This is an optimization exercise on Yosys and OpenROAD, whose aim is small area, a short achievable clock period and few clock cycles per item, not a production implementation.
No functional check of the RTL was part of any run shown here.
Power is estimated from default activity; no workload was simulated.

==> flow/design.v <==
`timescale 1ns/1ps
module nova16_alu (
    input  wire        clk,
    input  wire        rst,         
    input  wire        in_valid,
    output wire        in_ready,
    input  wire [7:0]  op,          
    input  wire        w16,         
    input  wire [15:0] a,           
    input  wire [15:0] b,           
    input  wire [11:0] flags_in,
    output reg         out_valid,
    output reg  [15:0] result,
    output reg         wr,          
    output reg         div_fault,   
    output reg  [11:0] flags_out
);
    localparam FS = 1, FV = 2, FC = 6, FZ = 7, FP = 8;
    function automatic [15:0] smear(input [15:0] x);
        reg [15:0] t;
        begin
            t = x | (x >> 1);
            t = t | (t >> 2);
            t = t | (t >> 4);
            smear = t | (t >> 8);
        end
    endfunction
    function automatic [3:0] topbit(input [15:0] t);
        reg [15:0] h;
        begin
            h = t & ~(t >> 1);
            topbit = {|(h & 16'hFF00), |(h & 16'hF0F0), |(h & 16'hCCCC), |(h & 16'hAAAA)};
        end
    endfunction
    reg        v1, w;
    reg        c_as, c_sub, c_one, c_lg, c_sh, c_bt, c_mul, c_div, c_lng;
    reg [1:0]  o;               
    reg [15:0] A, B;
    reg [11:0] F;
    wire [15:0] in_mask = w16 ? 16'hFFFF : 16'h00FF;
    wire        i_bt    = op[5];
    wire [3:0]  i_c     = op[3:0];
    reg        p2, it, finz, fin;   
    reg        neg1, mreg, cpre, nn;
    reg [3:0]  cnt;
    reg [15:0] R;                   
    assign in_ready = !v1 || !c_lng || fin;
    wire p1 = v1 && c_lng && !p2 && !it && !finz;
    wire [15:0] mW = w ? 16'hFFFF : 16'h00FF;
    wire sa = w ? A[15] : A[7];
    wire sb = w ? B[15] : B[7];
    wire [3:0] k = {w & B[3], B[2:0]};
    wire [15:0] vA = (c_mul & sa) ? {~A[14:0] & mW[14:0], 1'b1} : A;
    wire [15:0] vB = (c_mul & sb) ? {~B[14:0] & mW[14:0], 1'b1} : B;
    wire [15:0] tA = smear(vA);
    wire [15:0] tB = smear(vB);
    wire        lt = |(tB & ~tA);               
    wire [3:0]  hA = topbit(tA);
    wire [3:0]  hB = topbit(tB);
    wire [3:0]  cnt1 = c_mul ? (lt ? hA : hB) : (hA - hB);
    wire        bz   = !tB[0];                  
    wire        zq   = c_mul ? !(tA[0] & tB[0]) : (lt | bz);
    wire [15:0] Xs   = lt ? B : A;
    wire        rgt = (c_sh && o[0]) || c_bt;
    wire [3:0]  amt = p2 ? ~cnt : (rgt ? ~k : k);
    wire [15:0] rx  = (w || p2) ? A : {A[7:0], A[7:0]};
    wire [15:0] rin = (rgt && !p2) ? {rx[14:0], rx[15]} : rx;
    wire [31:0] rr  = {rin, rin} << amt;
    wire [15:0] rot = rr[31:16];
    wire [15:0] lm  = ~(16'hFFFF << amt);       
    wire        imul  = it && c_mul;
    wire        idiv  = it && c_div;
    wire        msub  = mreg & neg1;
    wire [15:0] Y     = c_one ? 16'd1 : ((imul && !mreg) ? 16'd0 : B);
    wire        sub   = it ? (c_div | msub) : c_sub;
    wire [16:0] op1   = it ? {idiv & R[15], R[14:0], idiv & A[15]} : {1'b0, A};
    wire [16:0] op2   = sub ? ~{1'b0, Y} : {1'b0, Y};
    wire [16:0] S     = op1 + op2 + {16'd0, sub};
    wire [15:0] zx  = op1[15:0] ^ op2[15:0];
    wire [15:0] zo  = op1[15:0] | op2[15:0];
    wire [15:0] zv  = ~(zx ^ {zo[14:0], sub});
    wire        zS  = (&zv[7:0]) && (!w || (&zv[15:8]));
    wire        c16   = S[16] ^ msub;
    wire        fill  = mreg && (neg1 ? !B[15] : B[15]);
    wire [15:0] hsh   = {result[14:0], R[15]};
    wire [15:0] hinc  = hsh + 16'd1;
    wire [15:0] hdec  = hsh - 16'd1;
    wire        h_up  = c16 & !fill;
    wire        h_dn  = !c16 & fill;
    wire [15:0] Hn    = h_up ? hinc : (h_dn ? hdec : hsh);
    wire        hz0   = hsh == 16'h0000, hff = hsh == 16'hFFFF;
    wire        h01   = hsh == 16'h0001, hfe = hsh == 16'hFFFE;
    wire        Hn0   = h_up ? hff : (h_dn ? h01 : hz0);
    wire        Hn1   = h_up ? hfe : (h_dn ? hz0 : hff);
    wire        mhi0  = w ? Hn0 : (S[15:8] == 8'h00);
    wire        mul_c = cpre | (nn & !mhi0);
    wire        mul_v = w ? (S[15] ? !Hn1 : !Hn0) : (S[15:8] != {8{S[7]}});
    wire        take  = !S[16];
    wire [15:0] qn    = {A[14:0], take};
    wire [15:0] bm  = 16'd1 << k;
    wire        l_and = c_bt ? (o == 2'd2) : (o == 2'd0);
    wire        l_or  = (o == 2'd1);
    wire [15:0] Y2  = c_bt ? ((o == 2'd2) ? ~bm : bm) : ((o == 2'd3) ? 16'hFFFF : B);
    wire [15:0] L   = l_and ? (A & Y2) : (l_or ? (A | Y2) : (A ^ Y2));
    wire [15:0] shm = o[1] ? 16'hFFFF : (!o[0] ? (16'hFFFF << k) : (mW >> k));
    wire last_mul = fin && it && c_mul;
    wire last_div = fin && it && c_div;
    wire s_add    = c_as || last_mul;
    wire fault    = finz && c_div && (B == 16'd0);
    wire [15:0] r = mW & (({16{last_div}} & qn) |
                          ({16{s_add}}    & S[15:0]) |
                          ({16{c_sh}}     & rot & shm) |
                          ({16{c_lg | c_bt}} & L));
    wire sy     = w ? Y[15] : Y[7];
    wire ssum   = w ? S[15] : S[7];
    wire add_v  = c_sub ? ((sa != sy) && (ssum != sa)) : ((sa == sy) && (ssum != sa));
    wire add_c  = w ? S[16] : S[8];
    wire kz     = (k == 4'd0);
    wire sh_c   = !o[0] ? rot[0] : (w ? rot[15] : rot[7]);
    wire rz     = (r == 16'd0);
    wire rs     = w ? r[15] : r[7];
    wire rp     = ~^r[7:0];
    wire zsp_r  = c_lg || (c_sh && !kz);        
    wire keep_f = (c_sh && kz) || fault;        
    wire bt_z   = (o == 2'd0) ? !rot[0] : (o == 2'd1 ? 1'b0 : (o == 2'd2 ? 1'b1 : rot[0]));
    wire z_new = (zsp_r & rz) | (s_add & zS) | (last_div & (A[14:0] == 15'd0) & !take) |
                 (c_bt & bt_z) | (finz & !fault);
    wire s_new = (zsp_r & rs) | (s_add & ssum) | (last_div & (w ? A[14] : A[6]));
    wire p_new = (zsp_r & rp) | (s_add & ~^S[7:0]) | (last_div & ~^qn[7:0]) | (finz & !fault);
    wire c_new = (c_as & add_c) | (last_mul & mul_c) | (c_sh & sh_c);
    wire v_new = (c_as & add_v) | (last_mul & mul_v);
    wire set_zsp = !keep_f && !c_bt;
    wire set_cv  = !keep_f && !c_bt && !c_sh;
    reg [11:0] f;
    always @* begin
        f = F;
        if (!keep_f) f[FZ] = z_new;
        if (set_zsp) begin
            f[FS] = s_new;
            f[FP] = p_new;
        end
        if (set_zsp) f[FC] = c_new;
        if (set_cv)  f[FV] = v_new;
    end
    wire o_wr = !keep_f && !(c_as && o == 2'd3) && !(c_bt && o == 2'd0);
    wire done = v1 && (!c_lng || fin);
    always @(posedge clk) begin
        out_valid <= !rst && done;
        if (imul && !fin)          result <= Hn;
        else if (p1)               result <= 16'd0;
        else                       result <= r;
        wr        <= o_wr;
        div_fault <= fault;
        flags_out <= f;
        if (rst) begin
            v1   <= 1'b0;
            p2   <= 1'b0;
            it   <= 1'b0;
            finz <= 1'b0;
            fin  <= 1'b0;
        end else if (in_ready) begin
            v1   <= in_valid;
            p2   <= 1'b0;
            it   <= 1'b0;
            finz <= 1'b0;
            fin  <= 1'b0;
        end else if (p1) begin
            finz <= zq;
            p2   <= !zq && c_div;
            it   <= !zq && c_mul;
            fin  <= zq || (c_mul && cnt1 == 4'd0);
        end else if (p2) begin
            p2   <= 1'b0;
            it   <= 1'b1;
            fin  <= (cnt == 4'd0);
        end else if (it) begin
            fin  <= (cnt == 4'd1);
        end
        if (in_ready) begin
            w     <= w16;
            c_as  <= !i_bt && (i_c == 4'h1 || i_c == 4'h2 || i_c == 4'h5 || i_c == 4'h6 || i_c == 4'h7);
            c_sub <= !i_bt && (i_c == 4'h2 || i_c == 4'h6 || i_c == 4'h7);
            c_one <= !i_bt && (i_c == 4'h5 || i_c == 4'h6);
            c_lg  <= !i_bt && i_c[3:2] == 2'b10;
            c_sh  <= !i_bt && i_c[3:2] == 2'b11;
            c_bt  <= i_bt;
            c_mul <= !i_bt && i_c == 4'h3;
            c_div <= !i_bt && i_c == 4'h4;
            c_lng <= !i_bt && (i_c == 4'h3 || i_c == 4'h4);
            o     <= op[1:0];
            A     <= a & in_mask;
            B     <= b & in_mask;
            F     <= flags_in;
        end else if (p1) begin
            cnt  <= cnt1;
            if (c_mul) begin
                A <= lt ? A : B;                        
                B <= w ? Xs : {{8{Xs[7]}}, Xs[7:0]};    
            end
            R    <= 16'd0;
            mreg <= 1'b1;
            neg1 <= lt ? sa : sb;
            cpre <= (sa && B[15:1] != 15'd0) || (sb && A[15:1] != 15'd0);
            nn   <= !sa && !sb;
        end else if (p2) begin
            A <= rot & ~lm;
            R <= rot & lm;
        end else if (it) begin
            cnt  <= cnt - 4'd1;
            neg1 <= 1'b0;
            if (c_mul) begin
                R    <= S[15:0];
                mreg <= A[cnt - 4'd1];
            end else begin
                R <= take ? S[15:0] : {R[14:0], A[15]};
                A <= qn;
            end
        end
    end
endmodule
==> flow/run.sh <==
#!/bin/bash
# synth_recipe.tcl (not shown) runs the flow's synth.tcl, then flattens the netlist and writes it again
# the make line also repeats each setting of config.mk as NAME=value (left out here)
make -C /OpenROAD-flow-scripts/flow DESIGN_CONFIG=/design/flow/config.mk WORK_HOME=/design/flow/orfs CLKGATE_MAP_FILE= SYNTH_SCRIPT=/design/flow/synth_recipe.tcl finish
==> flow/config.mk <==
export PLATFORM = sky130hd
export DESIGN_NAME = nova16_alu
export DESIGN_NICKNAME = nova16_alu
export VERILOG_FILES = /design/flow/design.v
export SDC_FILE = /design/flow/constraint.sdc
export NUM_CORES = 4
export LEC_CHECK = 0
export CAP_MARGIN = 20
export CORE_MARGIN = 2
export CORE_UTILIZATION = 40
export SLEW_MARGIN = 20
==> flow/constraint.sdc <==
create_clock -name core_clock -period 13.0 [get_ports {clk}]
set_input_delay 2.6000 -clock core_clock [delete_from_list [all_inputs] [get_ports {clk}]]
set_output_delay 2.6000 -clock core_clock [all_outputs]
set_load 0.01 [all_outputs]
==> results.yml, run 1 <==
status:
  status: "no timing/DRC/antenna violations"
synthesis:
  synth_area_mm2: 0.0129
  synth.avg_cell_area_um2: 7.82
  seq_area_frac_synth_pct: 24.2
  ys_ff_latch: 116
  synthCells: 1651
  ys_types: 84
  ys.flop_type: "edfxtp_1"
  synthArstFlopShare_pct: 0
  yosys_warnings: 1
  synth-edff-count: 80
job:
  cap_violations: 0
power:
  pwr-share-seq_pct: 27.3
  ir_worst_vdd_mv: 0.0849
  total_power_uw: 1770
  switching_power_uw: 717
  p_per_area_mw_per_mm2: 120
  swShare_pct: 40.6
  combPwrFrac_pct: 44.1
  cellLeakagePower_uw: 0.00568
  pwr-share-clk_pct: 28.6
  intPower_uw: 1050
die:
  io_pins: 88
  rows: 65
  core_mm2: 0.0316
  die_x_um: 184
  die-area_mm2: 0.0337
  die_h_um: 184
  start_util_pct: 40.8
clock_tree:
  cts_tree: "built"
  clock-sinks: 116
  cts_buffers: 17
  post_cts_buffers: 0
  cts_hold_buffers: 0
  cts.clk_slew.worst_paths_ns: 0.06
  cts_resized: 0
  cts_root_buffer: "clkbuf_16"
  clkLatencyLatePin_ns: 0.44
  clock_path_buffers: 2
  htreeDepth: 4
detailed_routing:
  wl_per_cell_um: 27.0
  drc_errors: 0
  vias: 13800
  drtIter0Drc: 1630
  first_pass_iters: 8
  vias_per_cell: 6.60
  routed_wl_mm: 56.2
  antenna_left: 0
worst_setup_path:
  worst-path-buf-inv: 1
  slowest_delay_ns: 0.71
  worstPathMaxFanout: 18
  cp-start-kind: "flip-flop"
  rrSetupSlack_ns: 6.56
  path_delay_family: "compound AO/OA/AOI/OAI gates"
  cp_cell_sequence: "a21oi_1 > a21o_1 > mux2_2 > inv_1 > fa_1 > a21o_1 > a221oi_2 > a21oi_1 > o311ai_2 > nand2_1 > nand2_1 > o221ai_1 > a31oi_1 > ha_1 > xor2_1 > xnor2_1 > a221oi_1 > o211ai_1 > o21a_1"
  path_class: "reg -> reg"
  cp_data_required_time_ns: 13.33
  cp_slowest_cell: "a21o_1"
  cp-end-kind: "flip-flop"
  worstPathArrival_ns: 6.77
place:
  port_buffers: 84
  place_congestion: 0.992
  dp.cells: 2050
  dpl.hpwl_mm: 41.1
  place_area_mm2: 0.0141
finish:
  fin_cells: 2083
  syn_to_final_growth_pct: 13.6
  fill_cells: 3107
  final_area_mm2: 0.0147
  nets: 1804
  drive_above_1_share_pct: 7.38
sta:
  setup_violations: 0
  holdWs_ns: 0.338
  worst_pin_slew_ns: 1.10
  rsz0062_at_grt: "no"
  final.setup_skew_ns: 0.0182
  fin_crit_sh_pct: 49.5
  slew_violations: 0
  post-route-min-period_ns: 6.44
  tns_ns: 0
  hold_violations: 0
  slew_headroom_pct: 26.4
  max_freq_ghz: 0.155
global_route:
  antenna_found_initial: 2
  grt_pass1_wl_mm: 82.7
  grt-ovfl-total: 0
  grt_start_max_net_pins: 51
  grt_pass1_vias: 12600
  track_usage_pct: 33.2
min_path:
  hold_class: "reg -> reg"
==> cells by family (layout without fill, tap and decap cells) <==
kind of cell               Yosys count  count (layout)  share of synthesized area (%)
AOI/OAI and AO/OA                  491             491                           25.6
adders and majority gates           81              81                           7.97
buffers and inverters              215             244                           6.57
other                                0               1                              0
xor gates and xnor gates            97              97                           6.58
muxes                               96              96                           8.23
DFF                                116             116                           24.2
and+or+nand+nor                    555             555                           20.9
==> cells in the final DEF, fill, tap and decap left out, types with 14 or more instances in the layout <==
cell type and instances:
xnor2_1 50, clkdlybuf4s50_1 84, buf_4 37, a31oi_1 19, inv_1 84, xor2_1 47
nor2b_1 31, nand2_1 159, nand3_1 38, a211oi_1 19, a222oi_1 20, nor2_1 147
edfxtp_1 80, o21ai_0 129, ha_1 79, o21a_1 20, clkbuf_16 17, or2_2 14
mux2i_1 66, mux2_2 21, a21oi_1 88, o22ai_1 30, and3_1 18, nand4_1 22
dfxtp_1 36, nor3_1 44, a221o_1 26
==> area by class of cell <==
| type | instances | area, µm² | share of cell area, % |
|---|---|---|---|
| Timing Repair Buffer | 121 | 1120 | 7.63 |
| Antenna cell | 1 | 2.50 | 0.0171 |
| Sequential cell | 116 | 3120 | 21.3 |
| Multi-Input combinational cell | 1320 | 8970 | 61.1 |
| Clock buffer | 22 | 454 | 3.10 |
| Tap cell | 402 | 503 | 3.43 |
| Clock inverter | 10 | 158 | 1.07 |
| Inverter | 91 | 342 | 2.33 |
==> power by group through the flow <==
stage               clock [µW]  combinational [µW]  sequential (µW)
floorplan                    0                 500              462
global placement             0                 740              487
detailed placement           0                 746              486
CTS                        509                 751              479
global route               525                 828              484
finish                     505                 779              483
==> synthesized netlist by cell type (all sizes together) (5+ instances only) <==
library cell,number,area (µm²)
a2111oi,6,52.6
a211oi,19,143
a21boi,6,45.0
a21o,13,97.6
a21oi,88,440
a221o,26,260
a221oi,10,93.8
a222oi,20,200
a22oi,12,90.1
a311oi,5,43.8
a31oi,19,119
and2,12,75.1
and3,18,113
and3b,9,78.8
buf,28,145
clkbuf,96,362
clkinv,7,26.3
dfxtp,36,721
edfxtp,80,2400
ha,79,988
inv,84,315
mux2,21,236
mux2i,69,691
mux4,6,135
nand2,159,597
nand2b,12,75.1
nand3,38,190
nand3b,9,67.6
nand4,22,138
nor2,148,558
nor2b,31,194
nor3,47,245
nor3b,6,45.0
nor4,10,62.6
o211ai,13,97.6
o21a,20,150
o21ai,136,681
o221ai,10,87.6
o22a,6,52.6
o22ai,30,188
o31ai,9,67.6
or2,15,96.3
xnor2,50,438
xor2,47,412
==> sequential cells by signal, indices dropped and copies added (netlist names), 2 cells and up <==
name       cells
flags_out     12
result        16
B             16
F             12
R             16
A             16
cnt            4
o              2
==> per-layer routing <==
| layer | vias to the layer above | wire, µm | global-route usage [%] |
|---|---|---|---|
| li1 | 6119 | - | - |
| met2 | 876 | 24000 | 49.1 |
| met4 | 2 | 2830 | 15.9 |
| met5 | - | 11 | 0 |
| met1 | 6573 | 23200 | 45.2 |
| met3 | 182 | 6230 | 8.28 |
==> path summary, 6_finish.rpt <==
| path | endpoint | cells past startpoint | start |
|---|---|---|---|
| max | flags_out[8] | 19 | c_div |
| min | flags_out[11] | 0 | F[11] |
| max reg2reg | flags_out[8] | 19 | c_div |
| min reg2reg | flags_out[11] | 0 | F[11] |
==> stage by stage <==
| step | util (%) | setup slack (ns) |
|---|---|---|
| global route | 46.4 | 6.27 |
| detailed placement | 44.4 | 6.73 |
| global placement | 44.4 | 6.72 |
| CTS | 46.4 | 6.72 |
| floorplan | - | 7.96 |
| finish | 46.4 | 6.56 |
==> run 2: changes to the inputs <==
--- a/flow/config.mk
+++ b/flow/config.mk
@@ -5,7 +5,7 @@
 export SDC_FILE = /design/flow/constraint.sdc
 export NUM_CORES = 4
 export LEC_CHECK = 0
-export CAP_MARGIN = 20
+export CAP_MARGIN = 60
 export CORE_MARGIN = 2
 export CORE_UTILIZATION = 40
-export SLEW_MARGIN = 20
+export SLEW_MARGIN = 80
==> run 2 against run 1 <==
Against the previous run: via count grew 7.1%; non-clock buffer count grew 211; worst hold slack gained 0.0038 ns; critical path depth grew 1; wire length grew 5.1%; sequential power shrank 4.6%; largest power group unchanged.
==> results.yml, run 2 <==
worst_setup_path:
  path_class: "reg -> reg"
  worstPathArrival_ns: 6.06
  cp-end-kind: "flip-flop"
  cp-start-kind: "flip-flop"
  cp_data_required_time_ns: 13.34
  critical_path.startpoint: "B[0]"
  rrSetupSlack_ns: 7.28
  r2r_start: "B[0]"
  ff2ff_path_depth: 20
  worstPathMaxFanout: 18
place:
  port_buffers: 84
  dp.cells: 2242
  place_congestion: 0.992
  dpl.hpwl_mm: 45.3
synthesis:
  synthTopCellsByCount: "nand2_1, nor2_1, o21ai_0, clkbuf_1, a21oi_1"
  synthArstFlopShare_pct: 0
  yosys_warnings: 1
  synth-edff-count: 80
  seq_area_frac_synth_pct: 24.2
  synth.avg_cell_area_um2: 7.82
  yosysMostFrequentCell: "nand2_1"
  synth_area_leaders: "edfxtp_1, ha_1, dfxtp_1, mux2i_1, o21ai_0"
  ys_types: 84
  synth_area_mm2: 0.0129
  synthCells: 1651
  ys_ff_latch: 116
  yosysTopAreaCell: "edfxtp_1"
  ys.flop_type: "edfxtp_1"
  synth_top_area_share_pct: 18.6
clock_tree:
  cts_resized: 0
  post_cts_buffers: 0
  cts.clk_slew.worst_paths_ns: 0.06
  cts_root_buffer: "clkbuf_16"
  cts_hold_buffers: 0
  cts_buffers: 17
  htreeDepth: 4
  clock-sinks: 116
  clkLatencyLatePin_ns: 0.45
  cts_tree: "built"
  clock_path_buffers: 2
detailed_routing:
  vias: 14700
  routed_wl_mm: 59.1
  first_pass_iters: 9
  drtIter0Drc: 1882
  wl_per_cell_um: 25.8
  vias_per_cell: 6.42
  antenna_left: 0
  drc_errors: 0
global_route:
  busiest_layer: "met2"
  grt_pass1_vias: 13700
  grt-ovfl-total: 0
  antenna_found_initial: 0
  use_met1_pct: 46.4
  grt_start_max_net_pins: 47
  track_usage_pct: 34.8
  grtUsageMet2_pct: 52.7
  grt_pass1_wl_mm: 87.0
  met3_usage_pct: 8.82
sta:
  final.setup_skew_ns: 0.0128
  holdWs_ns: 0.342
  post-route-min-period_ns: 5.72
  fin_crit_sh_pct: 44.0
  worst_pin_slew_ns: 0.382
  slew_headroom_pct: 74.5
  slew_violations: 0
  setup_violations: 0
  hold_violations: 0
  rsz0062_at_grt: "no"
  tns_ns: 0
  max_freq_ghz: 0.175
power:
  total_power_uw: 2010
  ir_worst_vdd_mv: 0.132
  cellLeakagePower_uw: 0.00684
  p_per_area_mw_per_mm2: 111
min_path:
  hold_start: "F[5]"
  hold_class: "reg -> reg"
  holdPathStages: 0
die:
  core_mm2: 0.0316
  die-area_mm2: 0.0337
  io_pins: 88
  rows: 65
  die_h_um: 184
  die_x_um: 184
  start_util_pct: 40.8
finish:
  syn_to_final_growth_pct: 40.5
  final_cell_mix: "nand2_1, nor2_1, clkdlybuf4s50_1, o21ai_0, edfxtp_1"
  fin_cells: 2293
  fill_cells: 2795
  nets: 2015
  antenna_cells: 0
  drive_above_1_share_pct: 25.8
  final_common_cell: "nand2_1"
job:
  cap_violations: 0
status:
  status: "no timing/DRC/antenna violations"
-- run 2: cell count changes in the layout (fill, tap and decap cells not counted), sizes merged, moves of 2 or more --
cell | before | now
clkdlybuf4s18 | 0 | 22
buf | 37 | 152
clkdlybuf4s25 | 0 | 6
clkinv | 10 | 12
inv | 85 | 83
clkdlybuf4s50 | 84 | 125
clkbuf | 22 | 36
clkdlybuf4s15 | 0 | 14
-- run 2: final cells by class --
cell class / count / area (µm²) / share of cell area [%]
multi-input cells: 1320 / 10600 / 58.3
flip-flops and latches: 116 / 3130 / 17.3
repair buffers: 332 / 2920 / 16.1
well taps: 402 / 503 / 2.77
clock buffers: 23 / 478 / 2.64
inverters: 91 / 373 / 2.06
clock inverters: 9 / 151 / 0.835
-- run 2: per-layer routing --
metal / wire (µm) / vias to the layer above
li1: - / 6554
met1: 24100 / 7065
met2: 25700 / 926
met3: 6290 / 181
met4: 3070 / 0
met5: 0 / -
-- run 2: report_power, final --
| group | total (µW) | internal [µW] | switching (µW) |
|---|---|---|---|
| sequential | 461 | 428 | 32.3 |
| clock | 517 | 335 | 182 |
| combinational | 1040 | 438 | 598 |
| total | 2010 | 1200 | 812 |
-- run 2: cell families after synthesis --
logic type | after synthesis | share of synthesized area [%]
adder cells (fa/ha/maj) | 81 | 7.97
flip-flops | 116 | 24.2
multiplexers | 96 | 8.23
buffers and inverters | 215 | 6.57
AO/OA/AOI/OAI | 491 | 25.6
AND/OR/NAND/NOR | 555 | 20.9
XOR/XNOR | 97 | 6.58
-- run 2: path summary, 6_finish.rpt --
| check | endpoint |
|---|---|
| worst min-delay path | flags_out[5] |
| worst min register to register | flags_out[5] |
| worst max register to register | flags_out[8] |
| worst max-delay path | flags_out[8] |
-- run 2: critical path, cell delays in order, from the launching register on --
cell and delay [ns]:
edfxtp_1 0.53, buf_6 0.26, or2_2 0.37, o21ai_4 0.22
buf_2 0.25, a222oi_1 0.12, clkdlybuf4s50_1 0.48, clkdlybuf4s50_1 0.46
clkdlybuf4s50_1 0.47, mux2i_2 0.26, mux2i_4 0.13, buf_2 0.18
mux2i_4 0.26, a211oi_2 0.09, a211oi_4 0.30, ha_1 0.29
xor2_1 0.15, xnor2_1 0.13, a221oi_1 0.30, o211ai_1 0.21
o21a_1 0.15
-- run 2: per-stage QoR --
step	util [%]	instance area (µm²)	setup WS (ns)
finish	57.3	18100	7.28
global route	57.3	18100	7.09
CTS	55.6	17600	7.31
detailed placement	53.6	16900	7.35
global placement	44.4	14000	6.72
floorplan	-	12900	7.96
==> run 3: changes to the inputs <==
--- a/flow/design.v
+++ b/flow/design.v
@@ -32,6 +32,28 @@
             topbit = {|(h & 16'hFF00), |(h & 16'hF0F0), |(h & 16'hCCCC), |(h & 16'hAAAA)};
         end
     endfunction
+    function automatic [16:0] ksadd(input [16:0] x, input [16:0] y, input ci);
+        reg [16:0] g, p, gg, pp, g2, p2;
+        integer i, d;
+        begin
+            g = x & y;
+            p = x ^ y;
+            gg = g;
+            pp = p;
+            gg[0] = g[0] | (p[0] & ci);
+            for (d = 1; d < 17; d = d * 2) begin
+                g2 = gg;
+                p2 = pp;
+                for (i = d; i < 17; i = i + 1) begin
+                    g2[i] = gg[i] | (pp[i] & gg[i-d]);
+                    p2[i] = pp[i] & pp[i-d];
+                end
+                gg = g2;
+                pp = p2;
+            end
+            ksadd = p ^ {gg[15:0], ci};
+        end
+    endfunction
     reg        v1, w;
     reg        c_as, c_sub, c_one, c_lg, c_sh, c_bt, c_mul, c_div, c_lng;
     reg [1:0]  o;               
@@ -41,10 +63,13 @@
     wire        i_bt    = op[5];
     wire [3:0]  i_c     = op[3:0];
     reg        p2, it, finz, fin;   
-    reg        neg1, mreg, cpre, nn;
+    reg        neg1, cpre, nn;
+    reg        sub, yb;             
     reg [3:0]  cnt;
     reg [15:0] R;                   
-    assign in_ready = !v1 || !c_lng || fin;
+    reg  rdy;
+    wire ready = !v1 || !c_lng || fin;
+    assign in_ready = rdy;
     wire p1 = v1 && c_lng && !p2 && !it && !finz;
     wire [15:0] mW = w ? 16'hFFFF : 16'h00FF;
     wire sa = w ? A[15] : A[7];
@@ -70,18 +95,16 @@
     wire [15:0] lm  = ~(16'hFFFF << amt);       
     wire        imul  = it && c_mul;
     wire        idiv  = it && c_div;
-    wire        msub  = mreg & neg1;
-    wire [15:0] Y     = c_one ? 16'd1 : ((imul && !mreg) ? 16'd0 : B);
-    wire        sub   = it ? (c_div | msub) : c_sub;
+    wire [15:0] Y     = {{15{yb}} & B[15:1], c_one | (yb & B[0])};
     wire [16:0] op1   = it ? {idiv & R[15], R[14:0], idiv & A[15]} : {1'b0, A};
-    wire [16:0] op2   = sub ? ~{1'b0, Y} : {1'b0, Y};
-    wire [16:0] S     = op1 + op2 + {16'd0, sub};
+    wire [16:0] op2   = {17{sub}} ^ {1'b0, Y};
+    wire [16:0] S     = ksadd(op1, op2, sub);
     wire [15:0] zx  = op1[15:0] ^ op2[15:0];
     wire [15:0] zo  = op1[15:0] | op2[15:0];
     wire [15:0] zv  = ~(zx ^ {zo[14:0], sub});
     wire        zS  = (&zv[7:0]) && (!w || (&zv[15:8]));
-    wire        c16   = S[16] ^ msub;
-    wire        fill  = mreg && (neg1 ? !B[15] : B[15]);
+    wire        c16   = S[16] ^ sub;
+    wire        fill  = yb && (neg1 ? !B[15] : B[15]);
     wire [15:0] hsh   = {result[14:0], R[15]};
     wire [15:0] hinc  = hsh + 16'd1;
     wire [15:0] hdec  = hsh - 16'd1;
@@ -107,19 +130,17 @@
     wire last_div = fin && it && c_div;
     wire s_add    = c_as || last_mul;
     wire fault    = finz && c_div && (B == 16'd0);
-    wire [15:0] r = mW & (({16{last_div}} & qn) |
-                          ({16{s_add}}    & S[15:0]) |
-                          ({16{c_sh}}     & rot & shm) |
-                          ({16{c_lg | c_bt}} & L));
+    wire [15:0] rl = mW & (({16{c_sh}} & rot & shm) | ({16{c_lg | c_bt}} & L));
+    wire [15:0] r  = rl | (mW & (({16{last_div}} & qn) | ({16{s_add}} & S[15:0])));
     wire sy     = w ? Y[15] : Y[7];
     wire ssum   = w ? S[15] : S[7];
     wire add_v  = c_sub ? ((sa != sy) && (ssum != sa)) : ((sa == sy) && (ssum != sa));
     wire add_c  = w ? S[16] : S[8];
     wire kz     = (k == 4'd0);
     wire sh_c   = !o[0] ? rot[0] : (w ? rot[15] : rot[7]);
-    wire rz     = (r == 16'd0);
-    wire rs     = w ? r[15] : r[7];
-    wire rp     = ~^r[7:0];
+    wire rz     = (rl == 16'd0);
+    wire rs     = w ? rl[15] : rl[7];
+    wire rp     = ~^rl[7:0];
     wire zsp_r  = c_lg || (c_sh && !kz);        
     wire keep_f = (c_sh && kz) || fault;        
     wire bt_z   = (o == 2'd0) ? !rot[0] : (o == 2'd1 ? 1'b0 : (o == 2'd2 ? 1'b1 : rot[0]));
@@ -144,6 +165,9 @@
     end
     wire o_wr = !keep_f && !(c_as && o == 2'd3) && !(c_bt && o == 2'd0);
     wire done = v1 && (!c_lng || fin);
+    wire fin_nx = p1 ? (zq || (c_mul && cnt1 == 4'd0)) :
+                  p2 ? (cnt == 4'd0) : (cnt == 4'd1);
+    wire i_lng  = !i_bt && (i_c == 4'h3 || i_c == 4'h4);
     always @(posedge clk) begin
         out_valid <= !rst && done;
         if (imul && !fin)          result <= Hn;
@@ -158,7 +182,7 @@
             it   <= 1'b0;
             finz <= 1'b0;
             fin  <= 1'b0;
-        end else if (in_ready) begin
+        end else if (ready) begin
             v1   <= in_valid;
             p2   <= 1'b0;
             it   <= 1'b0;
@@ -168,25 +192,28 @@
             finz <= zq;
             p2   <= !zq && c_div;
             it   <= !zq && c_mul;
-            fin  <= zq || (c_mul && cnt1 == 4'd0);
+            fin  <= fin_nx;
         end else if (p2) begin
             p2   <= 1'b0;
             it   <= 1'b1;
-            fin  <= (cnt == 4'd0);
+            fin  <= fin_nx;
         end else if (it) begin
-            fin  <= (cnt == 4'd1);
-        end
-        if (in_ready) begin
+            fin  <= fin_nx;
+        end
+        rdy <= rst || (ready ? (!in_valid || !i_lng) : fin_nx);
+        if (ready) begin
             w     <= w16;
             c_as  <= !i_bt && (i_c == 4'h1 || i_c == 4'h2 || i_c == 4'h5 || i_c == 4'h6 || i_c == 4'h7);
             c_sub <= !i_bt && (i_c == 4'h2 || i_c == 4'h6 || i_c == 4'h7);
             c_one <= !i_bt && (i_c == 4'h5 || i_c == 4'h6);
+            sub   <= !i_bt && (i_c == 4'h2 || i_c == 4'h6 || i_c == 4'h7);
+            yb    <= !(!i_bt && (i_c == 4'h5 || i_c == 4'h6));
             c_lg  <= !i_bt && i_c[3:2] == 2'b10;
             c_sh  <= !i_bt && i_c[3:2] == 2'b11;
             c_bt  <= i_bt;
             c_mul <= !i_bt && i_c == 4'h3;
             c_div <= !i_bt && i_c == 4'h4;
-            c_lng <= !i_bt && (i_c == 4'h3 || i_c == 4'h4);
+            c_lng <= i_lng;
             o     <= op[1:0];
             A     <= a & in_mask;
             B     <= b & in_mask;
@@ -198,19 +225,22 @@
                 B <= w ? Xs : {{8{Xs[7]}}, Xs[7:0]};    
             end
             R    <= 16'd0;
-            mreg <= 1'b1;
+            yb   <= 1'b1;
+            sub  <= c_div | (lt ? sa : sb);
             neg1 <= lt ? sa : sb;
             cpre <= (sa && B[15:1] != 15'd0) || (sb && A[15:1] != 15'd0);
             nn   <= !sa && !sb;
         end else if (p2) begin
+            sub <= 1'b1;
             A <= rot & ~lm;
             R <= rot & lm;
         end else if (it) begin
             cnt  <= cnt - 4'd1;
             neg1 <= 1'b0;
+            sub  <= c_div;
             if (c_mul) begin
                 R    <= S[15:0];
-                mreg <= A[cnt - 4'd1];
+                yb   <= A[cnt - 4'd1];
             end else begin
                 R <= take ? S[15:0] : {R[14:0], A[15]};
                 A <= qn;
==> flow/flow/run.sh (new file) <==
#!/bin/bash
# The standard layout (the standard.sh: ORFS synthesis to finish, same
# settings and constraints), with repair_timing asked to leave extra setup
# slack so that it also works on paths that already meet the 13 ns clock.
set -euo pipefail
bash standard.sh SETUP_SLACK_MARGIN=9.5 finish > standard.log 2>&1
==> flow/standard.sh (new file) <==
#!/bin/bash
# synth_recipe.tcl (not shown) runs the flow's synth.tcl, then flattens the netlist and writes it again
# the make line also repeats each setting of config.mk as NAME=value (left out here)
make -C /OpenROAD-flow-scripts/flow DESIGN_CONFIG=/design/flow/config.mk WORK_HOME=/design/flow/orfs CLKGATE_MAP_FILE= SYNTH_SCRIPT=/design/flow/synth_recipe.tcl "${@:-finish}"
--- a/flow/config.mk
+++ b/flow/config.mk
@@ -5,7 +5,7 @@
 export SDC_FILE = /design/flow/constraint.sdc
 export NUM_CORES = 4
 export LEC_CHECK = 0
-export CAP_MARGIN = 60
+export CAP_MARGIN = 20
 export CORE_MARGIN = 2
 export CORE_UTILIZATION = 40
-export SLEW_MARGIN = 80
+export SLEW_MARGIN = 20
removed: flow/run.sh
==> run 3 against run 2 <==
Against the previous run: register-to-register slack improved by 1.4 ns; global-route usage is 1.3 points higher; sequential power increased by 1%; total power up 16%; wire length is 9.4% higher; fmax grew 32%; combinational power is 25% higher.
==> results.yml, run 3 <==
status:
  status: "no timing/DRC/antenna violations"
worst_setup_path:
  path_delay_family: "compound AO/OA/AOI/OAI gates"
  cp_slowest_cell: "o32a_1"
  slowest_delay_ns: 0.46
  path_class: "reg -> reg"
  cp-start-kind: "flip-flop"
  cp_data_required_time_ns: 13.30
  worstPathArrival_ns: 4.62
  r2r_start: "w"
  crit_top_cell: "buf_12"
  cp-end-kind: "flip-flop"
  worstPathMaxFanout: 8
  critical_path.startpoint: "w"
  worst-path-buf-inv: 6
  cp_cell_sequence: "buf_12 > buf_12 > buf_12 > nor2_4 > buf_12 > mux2i_4 > a222oi_1 > buf_4 > buf_6 > nand2_2 > and3_4 > a21oi_4 > mux2i_1 > o32a_1 > ha_4 > xor2_4 > xnor2_2 > nor2_2 > a2111oi_4 > o21ai_1"
detailed_routing:
  wl_per_cell_um: 27.5
  drc_errors: 0
  drtIter0Drc: 2764
  first_pass_iters: 7
  vias_per_cell: 6.81
  vias: 16000
  antenna_left: 0
  routed_wl_mm: 64.7
global_route:
  met3_usage_pct: 9.69
  grt_pass1_vias: 14100
  grtUsageMet2_pct: 53.2
  grt-ovfl-total: 0
  antenna_found_initial: 0
  grt_pass1_wl_mm: 89.6
  busiest_layer: "met2"
  use_met1_pct: 46.1
  track_usage_pct: 36.1
  grt_start_max_net_pins: 64
die:
  rows: 65
  die_x_um: 183
  die_h_um: 183
  io_pins: 88
  die-area_mm2: 0.0334
  start_util_pct: 40.6
  core_mm2: 0.0316
place:
  place_congestion: 1.05
  dpl.hpwl_mm: 39.3
  dp_slack_ns: 7.21
  port_buffers: 84
sta:
  setup_violations: 0
  fin_crit_sh_pct: 33.3
  worst_pin_slew_ns: 0.961
  max_freq_ghz: 0.231
  final.setup_skew_ns: 0.00930
  fin_ws_ns: 8.68
  hold_violations: 0
  tns_ns: 0
  rsz0062_at_grt: "yes"
  slew_headroom_pct: 35.9
  slew_violations: 0
  post-route-min-period_ns: 4.32
power:
  cellLeakagePower_uw: 0.00767
  p_per_area_mw_per_mm2: 119
  ir_worst_vdd_mv: 0.0974
synthesis:
  yosysTopAreaCell: "edfxtp_1"
  synth_top_area_share_pct: 19.0
  ys_ff_latch: 118
  synth_area_mm2: 0.0128
  synth.avg_cell_area_um2: 7.74
  synthCells: 1654
  yosysMostFrequentCell: "nand2_1"
  yosys_warnings: 1
  synthTopCellsByCount: "nand2_1, nor2_1, o21ai_0, a21oi_1, clkbuf_1"
  synthArstFlopShare_pct: 0
  seq_area_frac_synth_pct: 24.8
  synth_area_leaders: "edfxtp_1, ha_1, xnor2_1, dfxtp_1, nand2_1"
  synth-edff-count: 81
  ys_types: 83
  ys.flop_type: "edfxtp_1"
clock_tree:
  cts_buffers: 17
  cts_hold_buffers: 0
  clock_path_buffers: 2
  cts.clk_slew.worst_paths_ns: 0.06
  clock-sinks: 118
  cts_tree: "built"
  htreeDepth: 4
  clkLatencyLatePin_ns: 0.45
  cts_root_buffer: "clkbuf_16"
finish:
  drive_above_1_share_pct: 35.7
  syn_to_final_growth_pct: 53.1
  final_cell_mix: "buf_4, nand2_1, nor2_1, inv_1, a21oi_1"
  nets: 2070
  final_common_cell: "buf_4"
job:
  cap_violations: 0
min_path:
  hold_start: "F[9]"
  hold_class: "reg -> reg"
run 3: path summary, 6_finish.rpt:
path                                     end  depth (start not counted)  slack, ns
worst max-delay path            flags_out[8]                         20       8.68
worst max register to register  flags_out[8]                         20       8.68
worst min-delay path            flags_out[9]                          0       0.34
worst min register to register  flags_out[9]                          0       0.34
run 3: cells by family (layout without fill, tap and decap cells):
family | after synthesis | after routing | share of synthesized area [%]
DFF | 118 | 118 | 24.8
and+or+nand+nor | 559 | 560 | 21.0
muxes | 68 | 68 | 6.45
AOI/OAI and AO/OA | 501 | 503 | 25.8
buffers and inverters | 224 | 513 | 6.86
adders and majority gates | 81 | 81 | 8.04
other | 0 | 3 | 0
xor gates and xnor gates | 103 | 103 | 7.05
run 3: final cells by class:
cell class,instances,area (µm²)
Timing Repair Buffer,384,3860
Multi-Input combinational cell,1315,10900
Tap cell,402,503
Clock inverter,10,226
Antenna cell,3,7.51
Clock buffer,22,444
Sequential cell,118,3230
Fill cell,2531,12000
Inverter,97,397
run 3: metrics by stage:
stage | cells | area, µm² | total power (µW) | util (%) | hold WS, ns
2_1_floorplan | 1654 | 13200 | 1010 | - | 0.323
3_3_place_gp | 2040 | 14100 | 1250 | 44.7 | 0.325
3_5_place_dp | 2040 | 14100 | 1260 | 44.7 | 0.328
4_1_cts | 2251 | 17800 | 2070 | 56.3 | 0.341
5_1_grt | 2348 | 19600 | 2390 | 62.1 | 0.344
6_report | 2351 | 19600 | 2330 | 62.1 | 0.339
run 3: per-layer routing:
metal  up-vias  wire (µm)
li1       6663          -
met1      7549      23500
met2      1405      27000
met3       393       8750
met4         0       5390
met5         -          0
run 3: where the power goes:
group / internal [µW] / leakage (µW) / switching, µW
Sequential: 439 / 0.00116 / 28.1
Clock: 377 / 0.000320 / 185
Combinational: 588 / 0.00618 / 711
run 3: repair_timing:
| action | 4_1_cts | 5_1_grt |
|---|---|---|
| pin swaps | 91 | 119 |
| gates resized for setup | 467 | 200 |
| setup buffers | 165 | 94 |
| gates cloned | 14 | 3 |
| endpoints found under the setup margin | 144 | 140 |
==> run 4: changes to the inputs <==
==> flow/run.sh (new file) <==
#!/bin/bash
# synth_recipe.tcl (not shown) runs the flow's synth.tcl, then flattens the netlist and writes it again
# the make line also repeats each setting of config.mk as NAME=value (left out here)
make -C /OpenROAD-flow-scripts/flow DESIGN_CONFIG=/design/flow/config.mk WORK_HOME=/design/flow/orfs CLKGATE_MAP_FILE= SYNTH_SCRIPT=/design/flow/synth_recipe.tcl finish
removed: flow/flow/run.sh
removed: flow/standard.sh
==> run 4 against run 3 <==
Against the previous run: die area did not move; final area fell by 26%; worst setup slack got worse by 2.0 ns; total power fell by 24%; sequential power rose by 4.9%; register-to-register slack got worse by 2.0 ns; still clean on timing, DRC and antenna; global-route usage fell by 4.0 points; critical endpoint unchanged; wire length fell by 16%.
==> results.yml, run 4 <==
die:
  die_h_um: 183
  rows: 65
  start_util_pct: 40.6
  die_x_um: 183
  die-area_mm2: 0.0334
  io_pins: 88
  core_mm2: 0.0316
clock_tree:
  clock_path_buffers: 2
  cts_tree: "built"
  cts_buffers: 17
  cts.clk_slew.worst_paths_ns: 0.06
  htreeDepth: 4
  cts_root_buffer: "clkbuf_16"
  post_cts_buffers: 0
  clock-sinks: 118
  clkLatencyLatePin_ns: 0.44
  cts_resized: 0
  cts_hold_buffers: 0
detailed_routing:
  routed_wl_mm: 54.4
  drtIter0Drc: 2025
  vias: 13800
  first_pass_iters: 8
  drc_errors: 0
  antenna_left: 0
  wl_per_cell_um: 26.2
  vias_per_cell: 6.63
synthesis:
  synth.avg_cell_area_um2: 7.74
  ys_types: 83
  yosysTopAreaCell: "edfxtp_1"
  synth_top_area_share_pct: 19.0
  synth-edff-count: 81
  synthArstFlopShare_pct: 0
  yosysMostFrequentCell: "nand2_1"
  synth_area_leaders: "edfxtp_1, ha_1, xnor2_1, dfxtp_1, nand2_1"
  yosys_warnings: 1
  seq_area_frac_synth_pct: 24.8
  ys.flop_type: "edfxtp_1"
  synthTopCellsByCount: "nand2_1, nor2_1, o21ai_0, a21oi_1, clkbuf_1"
  ys_ff_latch: 118
  synthCells: 1654
  synth_area_mm2: 0.0128
power:
  cellLeakagePower_uw: 0.00559
  p_per_area_mw_per_mm2: 123
  total_power_uw: 1770
  ir_worst_vdd_mv: 0.0844
worst_setup_path:
  worstPathArrival_ns: 6.58
  endpoint: "flags_out[8]"
  r2r_start: "A[2]"
  r2r-end: "flags_out[8]"
  worstPathMaxFanout: 18
  cp-end-kind: "flip-flop"
  rrSetupSlack_ns: 6.69
  ff2ff_path_depth: 15
  critical_path.startpoint: "A[2]"
  cp_data_required_time_ns: 13.27
  path_class: "reg -> reg"
  cp-start-kind: "flip-flop"
sta:
  slew_headroom_pct: 23.3
  holdWs_ns: 0.337
  rsz0062_at_grt: "no"
  max_freq_ghz: 0.159
  hold_violations: 0
  post-route-min-period_ns: 6.31
  fin_crit_sh_pct: 48.5
  slew_violations: 0
  tns_ns: 0
  worst_pin_slew_ns: 1.15
  setup_violations: 0
  final.setup_skew_ns: 0.0162
global_route:
  track_usage_pct: 32.0
  grt_pass1_wl_mm: 79.8
  grt_pass1_vias: 12400
  antenna_found_initial: 1
  grt_start_max_net_pins: 54
  grt-ovfl-total: 0
status:
  status: "no timing/DRC/antenna violations"
place:
  place_congestion: 1.04
  dpl.hpwl_mm: 39.1
  port_buffers: 84
  dp.cells: 2044
job:
  cap_violations: 0
finish:
  final_cell_mix: "nand2_1, nor2_1, o21ai_0, a21oi_1, inv_1"
  drive_above_1_share_pct: 6.45
  nets: 1798
  syn_to_final_growth_pct: 13.1
  utilization_pct: 45.9
  fin_cells: 2077
  fill_cells: 3165
  final_common_cell: "nand2_1"
min_path:
  hold_class: "reg -> reg"
==> run 4: cell counts after synthesis <==
No cell type changed its count.
==> run 4: worst max-delay path, cell delays in order (launching register included) <==
cell,delay (ns)
edfxtp_1,0.73
clkinv_1,0.70
o21ai_0,0.58
ha_1,0.35
a21o_1,0.12
a21oi_1,0.12
o21ai_0,0.43
nand4_1,0.23
o21ai_0,0.36
xor2_1,0.18
buf_4,0.25
xor2_1,0.72
xnor2_1,0.19
nor2_1,0.05
a2111oi_0,0.95
o21ai_0,0.17
==> run 4: layout make-up <==
class / instances / area [µm²] / share of cell area, %
Clock buffer: 17 / 425 / 2.94
Sequential cell: 118 / 3170 / 21.9
Inverter: 97 / 364 / 2.52
Multi-Input combinational cell: 1312 / 8750 / 60.5
Antenna cell: 1 / 2.50 / 0.0173
Timing Repair Buffer: 115 / 1070 / 7.42
Clock inverter: 15 / 181 / 1.25
Tap cell: 402 / 503 / 3.47
==> run 4: logic make-up after synthesis <==
kind of cell	after synthesis	synth area share [%]
AND/OR/NAND/NOR	559	21.0
XOR/XNOR	103	7.05
adder cells (fa/ha/maj)	81	8.04
multiplexers	68	6.45
flip-flops	118	24.8
AO/OA/AOI/OAI	501	25.8
buffers and inverters	224	6.86
==> run 4: per-stage QoR <==
step / setup WS (ns) / area, µm²
after floorplan: 8.03 / 12800
after global placement: 7.14 / 13900
after detailed placement: 7.09 / 13900
after CTS: 7.04 / 14500
after global routing: 6.64 / 14500
final: 6.69 / 14500
==> run 4: metal layers <==
| metal | wire length (µm) | global-route usage, % | vias up |
|---|---|---|---|
| met5 | 23 | 0 | - |
| met4 | 3480 | 17.8 | 4 |
| met3 | 6280 | 6.97 | 231 |
| met2 | 22700 | 47.1 | 953 |
| met1 | 22000 | 43.5 | 6489 |
| li1 | - | - | 6092 |
==> run 4: how the worst min path moves through the flow <==
stage               endpoint   from  slack [ns]  cells past startpoint
2_1_floorplan   flags_out[0]   F[0]        0.32                      0
3_3_place_gp    flags_out[5]   F[5]        0.32                      0
3_5_place_dp   flags_out[11]  F[11]        0.33                      0
4_1_cts         flags_out[5]   F[5]        0.34                      0
5_1_grt         flags_out[9]   F[9]        0.35                      0
6_report        flags_out[5]   F[5]        0.34                      0
==> run 4: report_power, final <==
group	total (µW)	internal (µW)	switching (µW)
registers	490	436	54.1
logic	780	305	474
clock network	505	302	202
==> run 5: changes to the inputs <==
--- a/flow/design.v
+++ b/flow/design.v
@@ -16,20 +16,22 @@
     output reg  [11:0] flags_out
 );
     localparam FS = 1, FV = 2, FC = 6, FZ = 7, FP = 8;
-    function automatic [15:0] smear(input [15:0] x);
-        reg [15:0] t;
+    function automatic [16:0] smear(input [16:0] x);
+        reg [16:0] t;
         begin
             t = x | (x >> 1);
             t = t | (t >> 2);
             t = t | (t >> 4);
-            smear = t | (t >> 8);
-        end
-    endfunction
-    function automatic [3:0] topbit(input [15:0] t);
-        reg [15:0] h;
+            t = t | (t >> 8);
+            smear = t | (t >> 16);
+        end
+    endfunction
+    function automatic [4:0] topbit(input [16:0] t);
+        reg [16:0] h;
         begin
             h = t & ~(t >> 1);
-            topbit = {|(h & 16'hFF00), |(h & 16'hF0F0), |(h & 16'hCCCC), |(h & 16'hAAAA)};
+            topbit = {h[16], |(h[15:0] & 16'hFF00), |(h[15:0] & 16'hF0F0),
+                      |(h[15:0] & 16'hCCCC), |(h[15:0] & 16'hAAAA)};
         end
     endfunction
     function automatic [16:0] ksadd(input [16:0] x, input [16:0] y, input ci);
@@ -63,8 +65,10 @@
     wire        i_bt    = op[5];
     wire [3:0]  i_c     = op[3:0];
     reg        p2, it, finz, fin;   
-    reg        neg1, cpre, nn;
-    reg        sub, yb;             
+    reg        cpre, nn;
+    reg        sub, yb, y2;         
+    reg        imul, idiv;          
+    reg        xa, xb;              
     reg [3:0]  cnt;
     reg [15:0] R;                   
     reg  rdy;
@@ -75,17 +79,30 @@
     wire sa = w ? A[15] : A[7];
     wire sb = w ? B[15] : B[7];
     wire [3:0] k = {w & B[3], B[2:0]};
-    wire [15:0] vA = (c_mul & sa) ? {~A[14:0] & mW[14:0], 1'b1} : A;
-    wire [15:0] vB = (c_mul & sb) ? {~B[14:0] & mW[14:0], 1'b1} : B;
-    wire [15:0] tA = smear(vA);
-    wire [15:0] tB = smear(vB);
+    function automatic [2:0] booth(input [2:0] d);
+        begin
+            booth = {d[2] & ~(d[1] & d[0]), d[1] ^ d[0], (d == 3'b011) || (d == 3'b100)};
+        end
+    endfunction
+    wire [16:0] vA = {A ^ ({16{xa}} & mW), 1'b1};
+    wire [16:0] vB = {B ^ ({16{xb}} & mW), 1'b1};
+    wire [16:0] tA = smear(vA);
+    wire [16:0] tB = smear(vB);
     wire        lt = |(tB & ~tA);               
-    wire [3:0]  hA = topbit(tA);
-    wire [3:0]  hB = topbit(tB);
-    wire [3:0]  cnt1 = c_mul ? (lt ? hA : hB) : (hA - hB);
-    wire        bz   = !tB[0];                  
-    wire        zq   = c_mul ? !(tA[0] & tB[0]) : (lt | bz);
+    wire [4:0]  hA = topbit(tA);
+    wire [4:0]  hB = topbit(tB);
+    wire [4:0]  hM = lt ? hA : hB;
+    wire [4:0]  hd = hA - hB;
+    wire [3:0]  cnt1 = c_mul ? {1'b0, hM[3:1]} : hd[3:0];
+    wire        az   = (A == 16'd0);
+    wire        bz   = (B == 16'd0);
+    wire        zq   = c_mul ? (az | bz) : (lt | bz);
     wire [15:0] Xs   = lt ? B : A;
+    wire [15:0] Ms   = lt ? A : B;
+    wire [16:0] Msh  = {Ms, 1'b0};
+    wire [2:0]  dig1 = Msh[{cnt1[2:0], 1'b0} +: 3];       
+    wire [18:0] Mq   = {A, 3'b000};
+    wire [2:0]  dign = Mq[{cnt[2:0], 1'b0} +: 3];         
     wire        rgt = (c_sh && o[0]) || c_bt;
     wire [3:0]  amt = p2 ? ~cnt : (rgt ? ~k : k);
     wire [15:0] rx  = (w || p2) ? A : {A[7:0], A[7:0]};
@@ -93,10 +110,8 @@
     wire [31:0] rr  = {rin, rin} << amt;
     wire [15:0] rot = rr[31:16];
     wire [15:0] lm  = ~(16'hFFFF << amt);       
-    wire        imul  = it && c_mul;
-    wire        idiv  = it && c_div;
-    wire [15:0] Y     = {{15{yb}} & B[15:1], c_one | (yb & B[0])};
-    wire [16:0] op1   = it ? {idiv & R[15], R[14:0], idiv & A[15]} : {1'b0, A};
+    wire [15:0] Y     = ({16{yb}} & B) | ({16{y2}} & {B[14:0], 1'b0}) | {15'd0, c_one};
+    wire [16:0] op1   = idiv ? {R, A[15]} : (imul ? {1'b0, R[13:0], 2'b00} : {1'b0, A});
     wire [16:0] op2   = {17{sub}} ^ {1'b0, Y};
     wire [16:0] S     = ksadd(op1, op2, sub);
     wire [15:0] zx  = op1[15:0] ^ op2[15:0];
@@ -104,8 +119,8 @@
     wire [15:0] zv  = ~(zx ^ {zo[14:0], sub});
     wire        zS  = (&zv[7:0]) && (!w || (&zv[15:8]));
     wire        c16   = S[16] ^ sub;
-    wire        fill  = yb && (neg1 ? !B[15] : B[15]);
-    wire [15:0] hsh   = {result[14:0], R[15]};
+    wire        fill  = (yb | y2) && (sub ? !B[15] : B[15]);
+    wire [15:0] hsh   = {result[13:0], R[15:14]};
     wire [15:0] hinc  = hsh + 16'd1;
     wire [15:0] hdec  = hsh - 16'd1;
     wire        h_up  = c16 & !fill;
@@ -201,13 +216,24 @@
             fin  <= fin_nx;
         end
         rdy <= rst || (ready ? (!in_valid || !i_lng) : fin_nx);
+        if (rst || ready) begin
+            imul <= 1'b0;
+            idiv <= 1'b0;
+        end else if (p1) begin
+            imul <= !zq && c_mul;
+        end else if (p2) begin
+            idiv <= 1'b1;
+        end
         if (ready) begin
             w     <= w16;
+            xa    <= !i_bt && i_c == 4'h3 && (w16 ? a[15] : a[7]);
+            xb    <= !i_bt && i_c == 4'h3 && (w16 ? b[15] : b[7]);
             c_as  <= !i_bt && (i_c == 4'h1 || i_c == 4'h2 || i_c == 4'h5 || i_c == 4'h6 || i_c == 4'h7);
             c_sub <= !i_bt && (i_c == 4'h2 || i_c == 4'h6 || i_c == 4'h7);
             c_one <= !i_bt && (i_c == 4'h5 || i_c == 4'h6);
             sub   <= !i_bt && (i_c == 4'h2 || i_c == 4'h6 || i_c == 4'h7);
             yb    <= !(!i_bt && (i_c == 4'h5 || i_c == 4'h6));
+            y2    <= 1'b0;
             c_lg  <= !i_bt && i_c[3:2] == 2'b10;
             c_sh  <= !i_bt && i_c[3:2] == 2'b11;
             c_bt  <= i_bt;
@@ -225,22 +251,20 @@
                 B <= w ? Xs : {{8{Xs[7]}}, Xs[7:0]};    
             end
             R    <= 16'd0;
-            yb   <= 1'b1;
-            sub  <= c_div | (lt ? sa : sb);
-            neg1 <= lt ? sa : sb;
+            if (c_mul)
+                {sub, yb, y2} <= booth(dig1);
+            else
+                {sub, yb, y2} <= 3'b110;
             cpre <= (sa && B[15:1] != 15'd0) || (sb && A[15:1] != 15'd0);
             nn   <= !sa && !sb;
         end else if (p2) begin
-            sub <= 1'b1;
             A <= rot & ~lm;
             R <= rot & lm;
         end else if (it) begin
             cnt  <= cnt - 4'd1;
-            neg1 <= 1'b0;
-            sub  <= c_div;
             if (c_mul) begin
                 R    <= S[15:0];
-                yb   <= A[cnt - 4'd1];
+                {sub, yb, y2} <= booth(dign);
             end else begin
                 R <= take ? S[15:0] : {R[14:0], A[15]};
                 A <= qn;
==> flow/flow/run.sh (new file) <==
#!/bin/bash
# The standard layout (the standard.sh: ORFS synthesis to finish, same
# settings and constraints), with repair_timing asked to leave extra setup
# slack so that it also works on paths that already meet the 13 ns clock.
set -euo pipefail
bash standard.sh SETUP_SLACK_MARGIN=8.5 finish > standard.log 2>&1
==> flow/standard.sh (new file) <==
#!/bin/bash
# synth_recipe.tcl (not shown) runs the flow's synth.tcl, then flattens the netlist and writes it again
# the make line also repeats each setting of config.mk as NAME=value (left out here)
make -C /OpenROAD-flow-scripts/flow DESIGN_CONFIG=/design/flow/config.mk WORK_HOME=/design/flow/orfs CLKGATE_MAP_FILE= SYNTH_SCRIPT=/design/flow/synth_recipe.tcl "${@:-finish}"
removed: flow/run.sh
==> run 5 against run 4 <==
Against the previous run: still clean on timing, DRC and antenna; final area increased by 19%; worst setup slack improved by 1.6 ns; register-to-register slack improved by 1.6 ns; synthesized cell count increased by 8.8%; non-clock buffer count increased by 118; core utilization increased by 4.0 points; first-iteration DRC count decreased by 8.4%; clock skew increased by 0.011 ns; combinational power increased by 29%; fmax increased by 34%; global-route usage increased by 0.92 points; cell count increased by 15%; critical endpoint is now yb.
==> results.yml, run 5 <==
place:
  port_buffers: 84
  dpl.hpwl_mm: 42.6
  dp.cells: 2242
  place_congestion: 1.02
detailed_routing:
  antenna_left: 0
  drtIter0Drc: 1854
  routed_wl_mm: 61.6
  drt-met1-wl_mm: 24.8
  first_pass_iters: 8
  met3_length_mm: 6.98
  drc_errors: 0
  wl_per_cell_um: 25.9
  vias: 15300
  route.met2.wl_mm: 25.9
  topRoutingLayerUsed: "met5"
  vias_per_cell: 6.45
power:
  p_per_area_mw_per_mm2: 113
  cellLeakagePower_uw: 0.00686
  ir_worst_vdd_mv: 0.0965
  total_power_uw: 1960
die:
  die_h_um: 192
  core_mm2: 0.0346
  start_util_pct: 40.7
  die_x_um: 192
  rows: 68
  io_pins: 88
  die-area_mm2: 0.0367
worst_setup_path:
  cp_data_required_time_ns: 13.17
  path_class: "reg -> reg"
  worstPathMaxFanout: 15
  critical_path.startpoint: "A[14]"
  worstPathArrival_ns: 4.88
  path_delay_family: "compound AO/OA/AOI/OAI gates"
  cp-start-kind: "flip-flop"
  cp-end-kind: "flip-flop"
  cp_cell_sequence: "buf_4 > clkinvlp_4 > nor2_1 > nand3_1 > o21ai_0 > a221oi_2 > ha_2 > inv_2 > fa_1 > nor2b_4 > a311o_2 > mux2_4 > mux2i_1 > ha_1 > o21ai_2 > o211ai_1"
  worst-path-buf-inv: 3
  r2r_start: "A[14]"
  cp_slowest_cell: "a311o_2"
  slowest_delay_ns: 0.46
status:
  status: "no timing/DRC/antenna violations"
synthesis:
  synthArstFlopShare_pct: 0
  synth-adder-area-share_pct: 7.66
  yosysMostFrequentCell: "nand2_1"
  yosys.area_share.xor_xnor_pct: 6.78
  synthTopCellsByCount: "nand2_1, nor2_1, a21oi_1, o21ai_0, mux2i_1"
  synth_top_family_by_area: "compound AO/OA/AOI/OAI gates"
  ys_ff_latch: 122
  synthCells: 1800
  ys_types: 102
  seq_area_frac_synth_pct: 23.2
  synth_compound_area_share_pct: 25.1
  synth.avg_cell_area_um2: 7.83
  synth-simple-area-share_pct: 20.8
  yosysTopAreaCell: "edfxtp_1"
  ys.flop_type: "edfxtp_1"
  synthMuxAreaShare_pct: 9.89
  yosys_warnings: 1
  synth_top_area_share_pct: 17.5
  synth_area_leaders: "edfxtp_1, mux2i_1, ha_1, dfxtp_1, xnor2_1"
  synth_area_mm2: 0.0141
  synth-edff-count: 82
sta:
  final.setup_skew_ns: 0.0274
  slew_headroom_pct: 28.1
  setup_violations: 0
  fin_crit_sh_pct: 36.2
  slew_violations: 0
  rsz0062_at_grt: "yes"
  post-route-min-period_ns: 4.71
  tns_ns: 0
  hold_violations: 0
  max_freq_ghz: 0.212
  worst_pin_slew_ns: 1.07
global_route:
  track_usage_pct: 32.9
  grt_pass1_wl_mm: 88.9
  antenna_found_initial: 2
  grt_pass1_vias: 14000
  grt_start_max_net_pins: 59
  grt-ovfl-total: 0
min_path:
  hold_class: "reg -> reg"
  hold_start: "F[11]"
clock_tree:
  cts_tree: "built"
  cts_buffers: 17
  clkLatencyLatePin_ns: 0.47
  cts_root_buffer: "clkbuf_16"
  clock_path_buffers: 2
  cts.clk_slew.worst_paths_ns: 0.08
  htreeDepth: 4
  clock-sinks: 122
finish:
  syn_to_final_growth_pct: 22.6
  nets: 2053
  fin_cells: 2380
  antenna_cells: 0
  drive_above_1_share_pct: 17.6
  final_cell_mix: "nand2_1, nor2_1, buf_4, o21ai_0, a21oi_1"
  utilization_pct: 49.9
  final_common_cell: "nand2_1"
job:
  cap_violations: 0
-- run 5: cell count changes in the layout (fill, tap and decap cells not counted), sizes merged, moves of 10 or more --
cell,delta
a211oi,-10
a21o,+12
a21oi,+10
a222oi,-11
a22oi,+24
and3b,-11
buf,+116
mux2i,+62
nand2,-11
nand3,+15
nor2,+19
o31ai,+12
-- run 5: layer usage --
metal	global-route usage, %	up-vias
met3	7.88	246
met2	48.9	999
met4	18.9	2
met1	43.4	7265
li1	-	6833
met5	1.51	-
-- run 5: power by group --
group / internal, µW / switching [µW]
Clock: 276 / 200
Sequential: 446 / 29.4
Combinational: 422 / 587
-- run 5: cell families (layout without fill, tap and decap cells) --
family                   Yosys count  count (layout)
multiplexers                     131             131
AO/OA/AOI/OAI                    531             531
adder cells (fa/ha/maj)           85              85
AND/OR/NAND/NOR                  594             594
buffers and inverters            228             353
XOR/XNOR                         109             109
flip-flops                       122             122
-- run 5: per-stage QoR --
stage	area, µm²	worst slack (ns)	hold WS (ns)
after floorplan	14100	8.55	0.323
after global placement	15200	7.56	0.325
after detailed placement	15200	7.59	0.329
after CTS	16600	8.49	0.345
after global routing	17300	8.25	0.347
final	17300	8.29	0.342
-- run 5: worst paths after layout --
path                                      end  slack [ns]  depth (start not counted)
worst min register to register  flags_out[11]        0.34                          0
worst max register to register             yb        8.29                         16
worst min-delay path            flags_out[11]        0.34                          0
worst max-delay path                       yb        8.29                         16
-- run 5: area by class of cell --
type | instances | area [µm²]
Multi-Input combinational cell | 1450 | 10400
Timing Repair Buffer | 233 | 2130
Clock inverter | 12 | 109
Inverter | 88 | 357
Clock buffer | 20 | 458
Sequential cell | 122 | 3270
Fill cell | 3337 | 17400
Tap cell | 455 | 569
-- run 5: repair_timing --
item	4_1_cts	5_1_grt
buffers inserted	67	37
hold buffers	0	0
gates cloned	1	1
resized for setup	55	80
pin swaps	10	22
setup endpoints to repair	57	35
==> run 6: changes to the inputs <==
==> flow/flow/run.sh (replaced) <==
#!/bin/bash
# The standard layout (the standard.sh: ORFS synthesis to finish, same
# settings and constraints), with repair_timing asked to leave extra setup
# slack so that it also works on paths that already meet the 13 ns clock,
# and with the synthesis buffers replaced by the placer's.
set -euo pipefail
bash standard.sh SETUP_SLACK_MARGIN=9.5 REMOVE_ABC_BUFFERS=1 finish > standard.log 2>&1
==> run 6 against run 5 <==
Against the previous run: flip-flop and latch count did not move; total power rose by 19%; count of clock-buffer cells in the layout fell by 1; worst setup slack improved by 0.32 ns.
==> results.yml, run 6 <==
finish:
  nets: 2221
  final_area_mm2: 0.0206
  final_common_cell: "buf_4"
  ff_latch_area_mm2: 0.00332
  fill_cells: 2991
  syn_to_final_growth_pct: 46.5
  final_cell_mix: "buf_4, nand2_1, nor2_1, a21oi_1, edfxtp_1"
  drive_above_1_share_pct: 34.8
  multi_input_area_mm2: 0.0118
  fin_cells: 2550
worst_setup_path:
  path_class: "reg -> reg"
  cp-start-kind: "flip-flop"
  cp_data_required_time_ns: 13.19
  worstPathArrival_ns: 4.57
  r2r_start: "A[3]"
  worstPathMaxFanout: 7
  critical_path.startpoint: "A[3]"
  cp-end-kind: "flip-flop"
sta:
  slew_headroom_pct: 18.5
  final.setup_skew_ns: 0.0157
  fin_crit_sh_pct: 33.7
  slew_violations: 0
  tns_ns: 0
  rsz0062_at_grt: "yes"
  holdWs_ns: 0.342
  hold_violations: 0
  worst_pin_slew_ns: 1.22
  setup_violations: 0
  max_freq_ghz: 0.228
  post-route-min-period_ns: 4.39
power:
  cellLeakagePower_uw: 0.00831
  ir_worst_vdd_mv: 0.0741
  pwr-share-clk_pct: 22.4
  p_per_area_mw_per_mm2: 113
  total_power_uw: 2330
  intPower_uw: 1370
  swShare_pct: 41.3
  combPwrFrac_pct: 57.4
  switching_power_uw: 965
  pwr-share-seq_pct: 20.2
synthesis:
  yosysTopAreaCell: "edfxtp_1"
  synth_area_leaders: "edfxtp_1, mux2i_1, ha_1, dfxtp_1, xnor2_1"
  ys.flop_type: "edfxtp_1"
  synthArstFlopShare_pct: 0
  yosys.area_share.xor_xnor_pct: 6.78
  ys_types: 102
  synth_top_area_share_pct: 17.5
  synth.avg_cell_area_um2: 7.83
  yosys_warnings: 1
  synthMuxAreaShare_pct: 9.89
  synthTopCellsByCount: "nand2_1, nor2_1, a21oi_1, o21ai_0, mux2i_1"
  ys_ff_latch: 122
  synthCells: 1800
  seq_area_frac_synth_pct: 23.2
  synth-simple-area-share_pct: 20.8
  synth-edff-count: 82
  yosysMostFrequentCell: "nand2_1"
  synth_top_family_by_area: "compound AO/OA/AOI/OAI gates"
  synth_area_mm2: 0.0141
  synth_compound_area_share_pct: 25.1
  synth-adder-area-share_pct: 7.66
global_route:
  antenna_found_initial: 4
  grt_pass1_wl_mm: 98.9
  grt_pass1_vias: 15500
  grt_start_max_net_pins: 62
  track_usage_pct: 36.6
  grt-ovfl-total: 0
die:
  rows: 68
  core_mm2: 0.0346
  die-area_mm2: 0.0367
  die_x_um: 192
  io_pins: 88
  start_util_pct: 40.7
  die_h_um: 192
detailed_routing:
  routed_wl_mm: 69.4
  vias_per_cell: 6.50
  first_pass_iters: 6
  drtIter0Drc: 2065
  wl_per_cell_um: 27.2
  vias: 16600
  antenna_left: 0
  drc_errors: 0
clock_tree:
  cts_root_buffer: "clkbuf_16"
  htreeDepth: 4
  clock_path_buffers: 2
  clkLatencyLatePin_ns: 0.44
  cts.clk_slew.worst_paths_ns: 0.06
  cts_tree: "built"
  cts_buffers: 17
  cts_hold_buffers: 0
  clock-sinks: 122
job:
  cap_violations: 0
place:
  place_area_mm2: 0.0152
  place_congestion: 0.980
  dp.cells: 2241
  dpl.hpwl_mm: 43.1
  port_buffers: 84
min_path:
  hold_class: "reg -> reg"
  hold_start: "F[9]"
status:
  status: "no timing/DRC/antenna violations"
## run 6: layout make-up
type                            count  area share [%]
Sequential cell                   122            16.1
Inverter                           88            1.77
Clock buffer                       19            2.10
Multi-Input combinational cell   1451            57.0
Timing Repair Buffer              400            19.3
Tap cell                          455            2.76
Antenna cell                        2          0.0242
Clock inverter                     13           0.927
## run 6: final timing paths
kind | cells after the start | end | slack [ns]
setup / recovery | 18 | sub | 8.61
hold / removal | 0 | flags_out[9] | 0.34
setup reg to reg | 18 | sub | 8.61
hold reg to reg | 0 | flags_out[9] | 0.34
## run 6: metrics by stage
step                worst slack, ns  util (%)
detailed placement             7.59      44.0
finish                         8.61      59.6
global route                   8.51      59.6
global placement               7.59      44.0
floorplan                      7.73         -
CTS                            8.71      55.6
## run 6: critical path, stage by stage, from the launching register on
cell	delay, ns
edfxtp_1	0.40
buf_12	0.17
clkinvlp_4	0.17
and3_4	0.19
or2_4	0.26
a21oi_4	0.13
nor3_2	0.05
a21o_1	0.18
a221oi_2	0.28
ha_2	0.22
inv_2	0.04
fa_2	0.40
nor2b_4	0.14
buf_4	0.15
a311oi_4	0.43
a31oi_1	0.22
a211o_1	0.39
a31oi_1	0.20
o21ai_1	0.10
## run 6: what timing repair did
item	4_1_cts	5_1_grt
setup endpoints to repair	133	100
cloned	13	2
buffers inserted	199	61
resized for setup	516	166
pin swaps	101	85
## run 6: routing by layer
layer	GRT usage, %	routed length, µm
met5	0	24
met4	24.1	5590
met3	11.4	8600
met2	54.7	29400
met1	45.2	25700
## run 6: power groups by stage
stage                     Combinational, µW  Clock, µW  Sequential, µW
final                                  1340        522             471
after global routing                   1390        544             473
after CTS                              1160        527             470
after detailed placement                860          0             495
after global placement                  858          0             495
after floorplan                         552          0             503
## run 6: cells by family after synthesis
kind of cell / after synthesis
compound gates: 531
xor+xnor: 109
fa+ha+maj: 85
buf+inv: 228
flops: 122
mux: 131
simple gates: 594

==> afterwards: timing with drivers on the ports <==
The flow's constraints put no driver on any port. The routed layouts listed below were extracted and timed again, unchanged, in two steps.
Step 1 sets driving cells, clkbuf_16 on the clock port and buf_2 on the other inputs (assumed; they add their load-dependent delay and slew).
Step 2, shift: input delay + t, output delay - t, t = (earliest + latest rising clock arrival at the registers) / 2. This alone moves slack from input paths to output paths.
a / b / c = no drivers / after step 1 / after step 2; a / b = the first two.
run	shift t [ns]	setup WS [ns]
run 1	0.486	6.560 / 6.560 / 6.560
run 2	0.494	7.279 / 7.279 / 7.279
run 3	0.493	8.677 / 8.677 / 8.677
run 4	0.484	6.692 / 6.692 / 6.692
run 5	0.510	8.291 / 8.291 / 8.291
run 6	0.487	8.615 / 8.615 / 8.615
After both steps setup and hold are still met in every run listed.
